This design comes from an exercise in tuning for small area on the open sky130 flow, not from production work.
Function was checked by simulation only, so behaviour that the tests miss may differ from the original.
Power is estimated from default activity; no workload was simulated.

Design lifi_link, start of the top module:
module lifi_link (
    input  wire         clk,
    input  wire         rst,
    input  wire [119:0] adc_raw,
    input  wire         adc_ok,
    output wire [7:0]   rx_byte,
    output wire         rx_valid,
    output wire [3:0]   rx_state,
    output wire [2:0]   rx_err,
    output wire         rx_fault,
    input  wire [7:0]   tx_data,
    input  wire         tx_valid,
    output wire         tx_ready,
    output wire         led,
    input  wire         led_ok,
    output wire [2:0]   tx_state,
    output wire         tx_fault
);
export LEC_CHECK = 0
export CAP_MARGIN = 20
export CORE_MARGIN = 2
export CORE_UTILIZATION = 40
export SLEW_MARGIN = 20
export SYNTH_HIERARCHICAL = 1
create_clock -name core_clock -period 25.0 [get_ports {clk}]
standard.sh (not shown) runs the stock make flow with config.mk's settings and CLKGATE_MAP_FILE= SYNTH_SCRIPT=/design/flow/synth_recipe.tcl, a recipe that flattens the netlist after the stock synthesis.
==> flow/flow/run.sh <==
#!/bin/bash
# Own layout flow:
#  1. the standard synthesis (standard.sh synth), unchanged;
#  2. the synthesized netlist's combinational cells re-mapped by Yosys/ABC
#     with an area-oriented script, four seeds, the smallest kept (flip-flops,
#     full adders and tie cells are kept as they are, with their names);
#  3. the standard layout from floorplan to finish, with the smallest
#     buffer for the port buffers and a small clock tree.
# Each tool's full output goes to a log file of its own in this folder.
set -euo pipefail
here=$(pwd)
res="$here/orfs/results/${FLOW_PLATFORM}/lifi_link/base"
lib="$FLOW_HOME/platforms/${FLOW_PLATFORM}/lib/sky130_fd_sc_hd__tt_025C_1v80.lib"
yosys="$FLOW_HOME/../tools/install/yosys/bin/yosys"
# the platform's DONT_USE_CELLS
dont_use="-dont_use sky130_fd_sc_hd__lpflow_bleeder_1 -dont_use sky130_fd_sc_hd__lpflow_clkbufkapwr_1 -dont_use sky130_fd_sc_hd__lpflow_clkbufkapwr_16 -dont_use sky130_fd_sc_hd__lpflow_clkbufkapwr_2 -dont_use sky130_fd_sc_hd__lpflow_clkbufkapwr_4 -dont_use sky130_fd_sc_hd__lpflow_clkbufkapwr_8 -dont_use sky130_fd_sc_hd__lpflow_clkinvkapwr_1 -dont_use sky130_fd_sc_hd__lpflow_clkinvkapwr_16 -dont_use sky130_fd_sc_hd__lpflow_clkinvkapwr_2 -dont_use sky130_fd_sc_hd__lpflow_clkinvkapwr_4 -dont_use sky130_fd_sc_hd__lpflow_clkinvkapwr_8 -dont_use sky130_fd_sc_hd__lpflow_decapkapwr_12 -dont_use sky130_fd_sc_hd__lpflow_decapkapwr_3 -dont_use sky130_fd_sc_hd__lpflow_decapkapwr_4 -dont_use sky130_fd_sc_hd__lpflow_decapkapwr_6 -dont_use sky130_fd_sc_hd__lpflow_decapkapwr_8 -dont_use sky130_fd_sc_hd__lpflow_inputiso0n_1 -dont_use sky130_fd_sc_hd__lpflow_inputiso0p_1 -dont_use sky130_fd_sc_hd__lpflow_inputiso1n_1 -dont_use sky130_fd_sc_hd__lpflow_inputiso1p_1 -dont_use sky130_fd_sc_hd__lpflow_inputisolatch_1 -dont_use sky130_fd_sc_hd__lpflow_isobufsrc_1 -dont_use sky130_fd_sc_hd__lpflow_isobufsrc_16 -dont_use sky130_fd_sc_hd__lpflow_isobufsrc_2 -dont_use sky130_fd_sc_hd__lpflow_isobufsrc_4 -dont_use sky130_fd_sc_hd__lpflow_isobufsrc_8 -dont_use sky130_fd_sc_hd__lpflow_isobufsrckapwr_16 -dont_use sky130_fd_sc_hd__lpflow_lsbuf_lh_hl_isowell_tap_1 -dont_use sky130_fd_sc_hd__lpflow_lsbuf_lh_hl_isowell_tap_2 -dont_use sky130_fd_sc_hd__lpflow_lsbuf_lh_hl_isowell_tap_4 -dont_use sky130_fd_sc_hd__lpflow_lsbuf_lh_isowell_4 -dont_use sky130_fd_sc_hd__lpflow_lsbuf_lh_isowell_tap_1 -dont_use sky130_fd_sc_hd__lpflow_lsbuf_lh_isowell_tap_2 -dont_use sky130_fd_sc_hd__lpflow_lsbuf_lh_isowell_tap_4 -dont_use sky130_fd_sc_hd__probe_p_8 -dont_use sky130_fd_sc_hd__probec_p_8"

bash standard.sh synth > log_1_synth.log 2>&1

cp "$res/1_2_yosys.v" "$here/synth_standard.v"
bb="sky130_fd_sc_hd__*df* sky130_fd_sc_hd__*dl* sky130_fd_sc_hd__fa_* sky130_fd_sc_hd__conb_*"
# four ABC runs with different seeds, in parallel; the smallest result is kept
remap() {
  local seed=$1
  printf 'strash\n&get -n\n&deepsyn -T 40 -S %s\n&put\ndch -f\namap\n' "$seed" > "$here/remap_$seed.abc"
  "$yosys" -p "read_liberty -ignore_miss_func $lib; blackbox $bb;
    read_verilog $here/synth_standard.v;
    hierarchy -top $FLOW_TOP; flatten; rename -hide w:_*; opt -purge; techmap; opt;
    abc -liberty $lib -script $here/remap_$seed.abc $dont_use;
    opt_clean -purge;
    write_verilog -noattr -nohex -nodec $here/synth_abc_$seed.v" > "log_2_remap_$seed.log" 2>&1
  "$yosys" -p "read_liberty -lib $lib; read_verilog $here/synth_abc_$seed.v;
    hierarchy -top $FLOW_TOP; opt_clean -purge; splitnets; opt_clean -purge;
    hilomap -singleton -hicell sky130_fd_sc_hd__conb_1 HI -locell sky130_fd_sc_hd__conb_1 LO;
    insbuf -buf sky130_fd_sc_hd__buf_1 A X;
    check -assert; tee -o $here/area_$seed.txt stat -liberty $lib;
    write_verilog -noattr -nohex -nodec $here/synth_remapped_$seed.v" > "log_3_clean_$seed.log" 2>&1
}
for seed in 1 2 3 4; do remap $seed & done
wait
best=""; best_area=""
for seed in 1 2 3 4; do
  [[ -f "$here/synth_remapped_$seed.v" ]] || continue
  a=$(sed -n "s/.*Chip area for module .*: *\([0-9.]*\).*/\1/p" "$here/area_$seed.txt" | tail -1)
  echo "seed $seed area $a" >> log_2_remap_choice.log
  if [[ -z "$best" ]] || awk -v a="$a" -v b="$best_area" 'BEGIN{exit !(a < b)}'; then
    best=$seed; best_area=$a
  fi
done
echo "kept seed $best area $best_area" >> log_2_remap_choice.log
cp "$here/synth_remapped_$best.v" "$here/synth_remapped.v"
cp "$here/synth_remapped.v" "$res/1_2_yosys.v"
rm -f "$res/1_synth.odb" "$res/1_synth.sdc"

bash standard.sh \
  "BUFFER_PORTS_ARGS=-buffer_cell sky130_fd_sc_hd__buf_1" \
  "CTS_ARGS=-repair_clock_nets -dont_use_dummy_load -buf_list sky130_fd_sc_hd__clkbuf_4" \
  finish > log_5_finish.log 2>&1
The baseline finished clean.
Then changed:
--- a/flow/flow/run.sh
+++ b/flow/flow/run.sh
@@ -56,3 +56,3 @@
   "BUFFER_PORTS_ARGS=-buffer_cell sky130_fd_sc_hd__buf_1" \
-  "CTS_ARGS=-repair_clock_nets -dont_use_dummy_load -buf_list sky130_fd_sc_hd__clkbuf_4" \
+  "CTS_ARGS=-sink_clustering_enable -repair_clock_nets -dont_use_dummy_load -buf_list sky130_fd_sc_hd__clkbuf_4" \
   finish > log_5_finish.log 2>&1
=>
- The changed run ran to the end with no violations
- combinational power hardly moves
- die area stays the same
- non-clock buffer count does not change
- wire length stays the same
- clock-buffer cell count is unchanged
- cell count is unchanged
- setup slack stays the same
- first-iteration DRC count does not change
- global-route usage stays the same
- total power does not change
Then changed:
--- a/flow/flow/run.sh
+++ b/flow/flow/run.sh
@@ -56,3 +56,3 @@
   "BUFFER_PORTS_ARGS=-buffer_cell sky130_fd_sc_hd__buf_1" \
-  "CTS_ARGS=-sink_clustering_enable -repair_clock_nets -dont_use_dummy_load -buf_list sky130_fd_sc_hd__clkbuf_4" \
+  "CTS_ARGS=-sink_clustering_enable -repair_clock_nets -dont_use_dummy_load -buf_list sky130_fd_sc_hd__clkbuf_4 -sink_clustering_size 30 -sink_clustering_max_diameter 500" \
   finish > log_5_finish.log 2>&1
Effect:
- The new run produced a clean layout
- total power stays the same
- routed wire length does not change
- final cell count does not change
- die area stays the same
- final area is unchanged
- setup slack is unchanged
- combinational power hardly moves
- worst hold slack stays the same
- utilization stays the same
- synthesized area is unchanged
- via count is unchanged
Then changed:
--- a/flow/flow/run.sh
+++ b/flow/flow/run.sh
@@ -56,3 +56,3 @@
   "BUFFER_PORTS_ARGS=-buffer_cell sky130_fd_sc_hd__buf_1" \
-  "CTS_ARGS=-sink_clustering_enable -repair_clock_nets -dont_use_dummy_load -buf_list sky130_fd_sc_hd__clkbuf_4 -sink_clustering_size 30 -sink_clustering_max_diameter 500" \
+  "CTS_ARGS=-sink_clustering_enable -repair_clock_nets -dont_use_dummy_load -buf_list sky130_fd_sc_hd__clkbuf_4 -sink_clustering_size 20 -sink_clustering_max_diameter 500" \
   finish > log_5_finish.log 2>&1
The new run passed the timing, design-rule and antenna checks.
Routed wire length stays the same.
Sequential cell count does not change.
Design area stays the same.
Total power does not change.
Synthesized area is unchanged.
Core utilization does not change.
Setup slack is unchanged.
Global-route usage stays the same.

-- separate check: timing with driven ports --
In the flow no input, the clock included, has a driving cell. The finished layouts below were timed again as built, in two steps.
Step 1 (the two cells are an assumption about what drives the block):
set clk [get_ports {clk}]
set_driving_cell -lib_cell sky130_fd_sc_hd__clkbuf_16 $clk
set_driving_cell -lib_cell sky130_fd_sc_hd__buf_2 [delete_from_list [all_inputs] $clk]
Step 2 times the ports against the registers' clock, not the clock port: input delays grow and output delays shrink by t, the midpoint of the rising clock arrivals with the driver on.
a / b / c = ideal / step 1 / step 2; a / b = the first two.
| run | t, ns | setup WS [ns] | worst setup path after step 2 | clock arrival spread, ns |
|---|---|---|---|---|
| the first run | 0.402 | 11.211 / 11.213 / 10.811 | input to register | 0.023 / 0.023 |
| the second run | 0.402 | 11.211 / 11.213 / 10.811 | input to register | 0.023 / 0.023 |
| the third run | 0.402 | 11.211 / 11.213 / 10.811 | input to register | 0.023 / 0.023 |
| the fourth run | 0.402 | 11.211 / 11.213 / 10.811 | input to register | 0.023 / 0.023 |
After both steps setup and hold are still met in every run listed.
